Context: an optimization exercise on an open-source flow, tuned for small area. The choices shown serve that exercise and are no tape-out recipe. Function was checked by simulation only, so behaviour that the tests miss may differ from the original.

$ cat design/flow/config.mk
export PLATFORM = sky130hd
export DESIGN_NAME = rcpwm_ctrl
export DESIGN_NICKNAME = rcpwm_ctrl
export VERILOG_FILES = /design/flow/design.v
export SDC_FILE = /design/flow/constraint.sdc
export NUM_CORES = 4
export LEC_CHECK = 0
export CAP_MARGIN = 20
export CORE_MARGIN = 2
export CORE_UTILIZATION = 40
export SLEW_MARGIN = 20
$ cat design/flow/constraint.sdc
create_clock -name core_clock -period 120.0 [get_ports {clk}]
set_input_delay 24.0000 -clock core_clock [delete_from_list [all_inputs] [get_ports {clk}]]
set_output_delay 24.0000 -clock core_clock [all_outputs]
set_load 0.01 [all_outputs]
$ cat design/flow/design.v
module rcpwm_ctrl (
    input  wire        clk,
    input  wire        rst,            
    input  wire        tick,           
    input  wire        pin,            
    input  wire [1:0]  mode_in,        
    input  wire [11:0] bit_cycles,     
    input  wire        map_cont,       
    input  wire        oor_default,    
    input  wire [7:0]  default_duty,
    input  wire [7:0]  oor_char,       
    input  wire [15:0] supply_mv,
    input  wire [15:0] b0_center,      
    input  wire [15:0] b0_ltol,
    input  wire [15:0] b0_utol,
    input  wire        b0_is_mv,
    input  wire [15:0] b0_value,       
    input  wire [7:0]  b0_code,
    input  wire [15:0] b1_center,
    input  wire [15:0] b1_ltol,
    input  wire [15:0] b1_utol,
    input  wire        b1_is_mv,
    input  wire [15:0] b1_value,
    input  wire [7:0]  b1_code,
    input  wire [15:0] b2_center,
    input  wire [15:0] b2_ltol,
    input  wire [15:0] b2_utol,
    input  wire        b2_is_mv,
    input  wire [15:0] b2_value,
    input  wire [7:0]  b2_code,
    input  wire [15:0] in_min,         
    input  wire [15:0] in_max,         
    output reg  [7:0]  duty,
    output reg         txd
);
    localparam [1:0] S_IDLE = 2'd0, S_CALC = 2'd1, S_SEND = 2'd2;
    localparam [7:0] CH_TAB = 8'h09, CH_CR = 8'h0D, CH_LF = 8'h0A,
                     CH_MINUS = 8'h2D, CH_ZERO = 8'h30;
    reg [1:0]  state;
    reg [1:0]  mode_r;
    reg [15:0] cnt;
    reg        pin_q;
    reg [15:0] t_start;
    reg [15:0] w_r;
    reg [111:0] line_r;       
    reg [3:0]  len_r;
    reg [3:0]  byte_idx;
    reg [3:0]  bit_idx;       
    reg [11:0] bit_cnt;
    wire signed [15:0] x = w_r;
    function automatic in_band(input signed [15:0] xv, input [15:0] center,
                               input [15:0] ltol, input [15:0] utol);
        reg signed [17:0] lo_b, hi_b;
        begin
            lo_b = $signed({{2{center[15]}}, center}) - $signed({2'b00, ltol});
            hi_b = $signed({{2{center[15]}}, center}) + $signed({2'b00, utol});
            in_band = ($signed({{2{xv[15]}}, xv}) > lo_b) &&
                      ($signed({{2{xv[15]}}, xv}) < hi_b);
        end
    endfunction
    function automatic [7:0] duty_from_mv(input [15:0] t, input [15:0] s);
        reg [23:0] num;
        reg [23:0] q;
        begin
            num = t * 24'd255 + {9'd0, s[15:1]};
            q = num / {8'd0, s};
            duty_from_mv = q[7:0];
        end
    endfunction
    wire m0 = in_band(x, b0_center, b0_ltol, b0_utol);
    wire m1 = in_band(x, b1_center, b1_ltol, b1_utol);
    wire m2 = in_band(x, b2_center, b2_ltol, b2_utol);
    reg        sel_is_mv;
    reg [15:0] sel_value;
    reg [7:0]  sel_code;
    always @(*) begin
        if (m0) begin
            sel_is_mv = b0_is_mv; sel_value = b0_value; sel_code = b0_code;
        end else if (m1) begin
            sel_is_mv = b1_is_mv; sel_value = b1_value; sel_code = b1_code;
        end else begin
            sel_is_mv = b2_is_mv; sel_value = b2_value; sel_code = b2_code;
        end
    end
    wire band_hit = m0 | m1 | m2;
    wire [7:0] band_duty = sel_is_mv ? duty_from_mv(sel_value, supply_mv)
                                     : sel_value[7:0];
    wire signed [15:0] smin = in_min;
    wire signed [15:0] smax = in_max;
    wire signed [15:0] xc = (x < smin) ? smin : ((x > smax) ? smax : x);
    wire [16:0] span = {smax[15], smax} - {smin[15], smin};
    wire [16:0] dx   = {xc[15], xc} - {smin[15], smin};
    wire [24:0] rnum = dx * 25'd255 + {9'd0, span[16:1]};
    wire [24:0] rq   = rnum / {8'd0, span};
    wire [7:0] remap_duty = rq[7:0];
    reg [7:0] new_duty;
    reg       duty_wr;
    always @(*) begin
        if (map_cont) begin
            new_duty = remap_duty;  duty_wr = 1'b1;
        end else if (band_hit) begin
            new_duty = band_duty;   duty_wr = 1'b1;
        end else begin
            new_duty = default_duty; duty_wr = oor_default;
        end
    end
    wire [15:0] absx = x[15] ? (~w_r + 16'd1) : w_r;
    wire [3:0] wd4 = absx / 16'd10000;
    wire [3:0] wd3 = (absx / 16'd1000) % 16'd10;
    wire [3:0] wd2 = (absx / 16'd100) % 16'd10;
    wire [3:0] wd1 = (absx / 16'd10) % 16'd10;
    wire [3:0] wd0 = absx % 16'd10;
    wire [3:0] dd2 = remap_duty / 8'd100;
    wire [3:0] dd1 = (remap_duty / 8'd10) % 8'd10;
    wire [3:0] dd0 = remap_duty % 8'd10;
    reg [111:0] line;
    reg [3:0]   len;
    always @(*) begin
        line = 112'd0;
        len = 4'd0;
        line[len*8 +: 8] = CH_ZERO + {6'd0, mode_r}; len = len + 4'd1;
        line[len*8 +: 8] = CH_TAB;                   len = len + 4'd1;
        if (x[15]) begin
            line[len*8 +: 8] = CH_MINUS;             len = len + 4'd1;
        end
        if (absx >= 16'd10000) begin
            line[len*8 +: 8] = CH_ZERO + {4'd0, wd4}; len = len + 4'd1;
        end
        if (absx >= 16'd1000) begin
            line[len*8 +: 8] = CH_ZERO + {4'd0, wd3}; len = len + 4'd1;
        end
        if (absx >= 16'd100) begin
            line[len*8 +: 8] = CH_ZERO + {4'd0, wd2}; len = len + 4'd1;
        end
        if (absx >= 16'd10) begin
            line[len*8 +: 8] = CH_ZERO + {4'd0, wd1}; len = len + 4'd1;
        end
        line[len*8 +: 8] = CH_ZERO + {4'd0, wd0};   len = len + 4'd1;
        line[len*8 +: 8] = CH_TAB;                   len = len + 4'd1;
        if (map_cont) begin
            if (remap_duty >= 8'd100) begin
                line[len*8 +: 8] = CH_ZERO + {4'd0, dd2}; len = len + 4'd1;
            end
            if (remap_duty >= 8'd10) begin
                line[len*8 +: 8] = CH_ZERO + {4'd0, dd1}; len = len + 4'd1;
            end
            line[len*8 +: 8] = CH_ZERO + {4'd0, dd0}; len = len + 4'd1;
        end else if (band_hit) begin
            line[len*8 +: 8] = sel_code;             len = len + 4'd1;
        end else begin
            line[len*8 +: 8] = oor_char;             len = len + 4'd1;
        end
        line[len*8 +: 8] = CH_CR;                    len = len + 4'd1;
        line[len*8 +: 8] = CH_LF;                    len = len + 4'd1;
    end
    wire [7:0] cur_byte = line_r[byte_idx*8 +: 8];
    always @(posedge clk) begin
        pin_q <= pin;
        if (rst) begin
            state    <= S_IDLE;
            mode_r   <= mode_in;
            cnt      <= 16'd0;
            t_start  <= 16'd0;
            duty     <= 8'd0;
            txd      <= 1'b1;
            byte_idx <= 4'd0;
            bit_idx  <= 4'd0;
            bit_cnt  <= 12'd0;
        end else begin
            cnt <= cnt + {15'd0, tick};
            case (state)
                S_IDLE: begin
                    if (pin != pin_q) begin
                        if (!pin) begin
                            t_start <= cnt;                  
                        end else begin
                            w_r     <= cnt - t_start;        
                            t_start <= 16'd0;
                            state   <= S_CALC;
                        end
                    end
                end
                S_CALC: begin
                    line_r   <= line;
                    len_r <= len;
                    if (duty_wr)
                        duty <= new_duty;
                    byte_idx <= 4'd0;
                    bit_idx  <= 4'd0;
                    bit_cnt  <= 12'd0;
                    txd      <= 1'b0;                        
                    state    <= S_SEND;
                end
                S_SEND: begin
                    if (bit_cnt == bit_cycles - 12'd1) begin
                        bit_cnt <= 12'd0;
                        if (bit_idx == 4'd9) begin
                            bit_idx <= 4'd0;
                            if (byte_idx == len_r - 4'd1) begin
                                state <= S_IDLE;
                            end else begin
                                byte_idx <= byte_idx + 4'd1;
                                txd      <= 1'b0;            
                            end
                        end else begin
                            bit_idx <= bit_idx + 4'd1;
                            txd     <= (bit_idx == 4'd8) ? 1'b1 : cur_byte[bit_idx[2:0]];
                        end
                    end else begin
                        bit_cnt <= bit_cnt + 12'd1;
                    end
                end
                default: state <= S_IDLE;
            endcase
        end
    end
endmodule
$ cat design/flow/run.sh
#!/bin/bash
# synth_recipe.tcl (not shown) runs the flow's synth.tcl, then flattens the netlist and writes it again
# the make line also repeats each setting of config.mk as NAME=value (left out here)
make -C /OpenROAD-flow-scripts/flow DESIGN_CONFIG=/design/flow/config.mk WORK_HOME=/design/flow/orfs CLKGATE_MAP_FILE= SYNTH_SCRIPT=/design/flow/synth_recipe.tcl finish
==> out/qor.yml <==
grt_pass1_wl_microns: 392400
timing_hold_violations_final: 0
number_of_global_route_vias_before_repair: 66198
io_buffer_count: 311
cpMaxStageDelayCell: "sky130_fd_sc_hd__and4_1"
worstSkewPairLatency_ns: 0.48
yosys_warnings: 1
ys_top_cells_by_count: "sky130_fd_sc_hd__ha_1, sky130_fd_sc_hd__nor2_1, sky130_fd_sc_hd__nand2_1, sky130_fd_sc_hd__a21oi_1, sky130_fd_sc_hd__inv_1"
mappedNetlistNets: 10519
async_reset_ff_frac: 0
cts.sink_count: 198
die_area_sq_mm: 0.1707
final.period_utilization: 0.9080
global_route.overflow_total: 0
number_of_cell_rows: 150
crit_path_end_kind: "register"
seq_area_frac_synth: 0.07923
remaining_drc_errors: 0
timing.hold.worst_path_depth: 1
setup_tns_ns: 0
design.final.nets: 10737
synth_top_cells_by_area: "sky130_fd_sc_hd__ha_1, sky130_fd_sc_hd__edfxtp_1, sky130_fd_sc_hd__fa_1, sky130_fd_sc_hd__a21oi_1, sky130_fd_sc_hd__nor2_1"
areaGrowthSynthToFinish_pct: 10.02
hold_end: "txd"
timing.final.setup_violations: 0
r2r_start: "w_r[1]"
max_slew.worst_pin.slew_ns: 1.224
worst-endpoint-arrival_ns: 109.19
finalWirelength_microns: 258900
critPathLaunchType: "primary input"
post_synth_inst_count: 9027
ys_types: 130
min-delay-path-class: "reg -> reg"
post_cts_buffers: 0
cts_inserted_buffers: 17
tritoncts: "done"
clk_path_buf_depth: 2
clock_tree.htree_level_count: 4
detailed_placement_wirelength_estimate_microns: 209000
setup.reg_to_reg.worst_slack_ns: 34.65
die_w_microns: 413.2
yosys_most_used_dff: "sky130_fd_sc_hd__edfxtp_1"
drv_slew: 0
core_ar_sq_mm: 0.1667
yosys_register_bits: 198
gp_routability_congestion: 0.9994
maxClockFrequency_mhz: 9.177
status: "finished clean"
finClkSkew_ns: 0.03579
crit-reg2reg-capture: "line_r[83]"
grt.total_usage: 0.2918
num_io_pins: 312
min_from: "txd"
cell_at_the_root_of_the_clock_tree: "sky130_fd_sc_hd__clkbuf_16"
worst-endpoint-required_ns: 120.22
placedCellCount: 11430
synth_top_area_share: 0.1897
layout.cells.non_filler: 11463
syn_area_sq_mm: 0.06696
setup_repair_after_global_routing_missed_its_margin: "false"
synth_top_cell_by_area: "sky130_fd_sc_hd__ha_1"
cpPeakStageDelay_ns: 0.83
placed_area_sq_mm: 0.07306
grt_antenna_before_repair: 7
routed_via_density: 6.121
cts.repair.resized: 0
route.antenna.remaining_nets: 0
crit_type: "in -> reg"
chipHeight_microns: 413.2
maximum_number_of_pins_on_one_net_before_global_route_repair: 107
fin_util: 0.4420
first_iter_violations: 6341
effective_utilization_at_floorplan: 0.4018
drt_pass1_iterations: 6
max_slew_margin: 0.1779
wire_per_inst_microns: 22.59
synth-edff-count: 134
synth.avg_cell_area_sq_um: 7.418
path_max_fanout: 36
yosysMostFrequentCell: "sky130_fd_sc_hd__ha_1"
detailroute.via_count: 70165
cts.clk_slew.worst_paths_ns: 0.08
layout-drive-gt1-share: 0.06546
max_cap_violations: 0
rr_worst_depth: 347
post_cts_hold_buffer_count: 0
period_minus_slack_ns: 108.96
postLayoutCellArea_sq_mm: 0.07367
==> cells by family (layout without fill, tap and decap cells) <==
kind of cell    after synthesis  in the layout  synth area share
simple gates               3094           3094            0.2233
compound gates             2810           2810            0.2830
fa+ha+maj                  1198           1198            0.2430
buf+inv                     948           1179           0.05480
xor+xnor                    497            497           0.06534
mux                         281            281           0.05131
flops                       198            198           0.07923
other cells                   1              2        0.00005600
==> area by class of cell <==
type	count	area, sq um
flip-flops and latches	198	5306
diodes	1	2.502
clock buffers	17	425.4
well taps	2204	2758
repair buffers	462	4252
fillers	16879	92990
clock inverters	15	180.2
inverters	685	2572
multi-input cells	7881	58170
==> metal layers <==
metal	share of wire	global-route usage	vias to the layer above
met5	0.00010	0	-
met4	0.033	0.08571	4
met3	0.065	0.02889	397
met2	0.44	0.4749	2481
met1	0.46	0.4058	33446
li1	-	-	33837
==> worst max-delay path by stage <==
stage,start,end,slack [ns],depth (start not counted)
after floorplan,b1_center[0],duty[0],19.32,410
after global placement,in_min[1],line_r[83],14.13,348
after detailed placement,in_min[1],line_r[83],12.00,346
after CTS,in_min[1],line_r[83],12.20,346
after global routing,in_min[1],line_r[83],3.55,352
final,in_min[1],line_r[83],11.04,348
==> placed cells by master, fill, tap and decap left out, types with 31 or more instances in the layout <==
cell type | netlist | layout
sky130_fd_sc_hd__ha_1 | 1015 | 1015
sky130_fd_sc_hd__nor2_1 | 825 | 825
sky130_fd_sc_hd__nand2_1 | 736 | 736
sky130_fd_sc_hd__a21oi_1 | 668 | 667
sky130_fd_sc_hd__inv_1 | 667 | 666
sky130_fd_sc_hd__o21ai_0 | 516 | 511
sky130_fd_sc_hd__nor3_1 | 425 | 422
sky130_fd_sc_hd__o21a_1 | 331 | 331
sky130_fd_sc_hd__xnor2_1 | 315 | 313
sky130_fd_sc_hd__clkdlybuf4s50_1 | 0 | 309
sky130_fd_sc_hd__nand3_1 | 220 | 220
sky130_fd_sc_hd__a21o_1 | 218 | 218
sky130_fd_sc_hd__xor2_1 | 179 | 177
sky130_fd_sc_hd__fa_1 | 174 | 174
sky130_fd_sc_hd__buf_4 | 11 | 151
sky130_fd_sc_hd__nand2b_1 | 150 | 150
sky130_fd_sc_hd__o31ai_1 | 136 | 134
sky130_fd_sc_hd__mux2_2 | 134 | 134
sky130_fd_sc_hd__edfxtp_1 | 134 | 134
sky130_fd_sc_hd__mux2i_1 | 108 | 105
sky130_fd_sc_hd__nand4_1 | 96 | 96
sky130_fd_sc_hd__or3_1 | 94 | 94
sky130_fd_sc_hd__a31oi_1 | 93 | 92
sky130_fd_sc_hd__o211ai_1 | 89 | 89
sky130_fd_sc_hd__nor2b_1 | 90 | 89
sky130_fd_sc_hd__or2_2 | 87 | 87
sky130_fd_sc_hd__and3_1 | 75 | 75
sky130_fd_sc_hd__a211oi_1 | 76 | 74
sky130_fd_sc_hd__nor4_1 | 74 | 71
sky130_fd_sc_hd__and2_1 | 70 | 70
sky130_fd_sc_hd__o21bai_1 | 68 | 68
sky130_fd_sc_hd__dfxtp_1 | 64 | 63
sky130_fd_sc_hd__o22ai_1 | 44 | 44
sky130_fd_sc_hd__mux4_2 | 34 | 34
sky130_fd_sc_hd__a21boi_0 | 33 | 32
sky130_fd_sc_hd__a211o_1 | 31 | 31
==> per-stage QoR <==
stage	hold slack [ns]	setup slack (ns)
global placement	0.4485	14.13
floorplan	0.4544	19.32
CTS	0.4954	12.20
detailed placement	0.4649	12.00
global route	0.5123	3.554
finish	0.4817	11.04
==> critical path, delay by kind of cell <==
family          cells  cell delay [ns]
buf+inv            22             5.75
simple gates       85            18.46
mux                 5             1.99
fa+ha+maj          35            12.67
xor+xnor            3             1.22
compound gates    198            44.93
==> sequential cells by signal, indices dropped and copies added (netlist names), 4 cells and up <==
name      flops
line_r      112
cnt          16
t_start      16
w_r          16
bit_cnt      12
duty          8
bit_idx       4
byte_idx      4
len_r         4

## re-timing with driven ports
The flow's constraints put no driver on any port. The routed layout listed below was extracted and timed again, unchanged, in two steps.
Step 1 (the two cells are an assumption about what drives the block):
set clk [get_ports {clk}]
set_driving_cell -lib_cell sky130_fd_sc_hd__clkbuf_16 $clk
set_driving_cell -lib_cell sky130_fd_sc_hd__buf_2 [delete_from_list [all_inputs] $clk]
Step 2 times the ports against the registers' clock, not the clock port: input delays grow and output delays shrink by t, the midpoint of the rising clock arrivals with the driver on.
a / b / c = ideal / step 1 / step 2; a / b = the first two.
t, ns: 0.524
setup WS [ns]: 11.036 / 10.996 / 10.472
worst setup path after step 2: input to register
pins driven straight from the clock port: 1
After both steps this run still meets setup and hold. For this run, drivers alone change the setup slack by -0.040 ns; drivers and shift together by -0.564 ns.
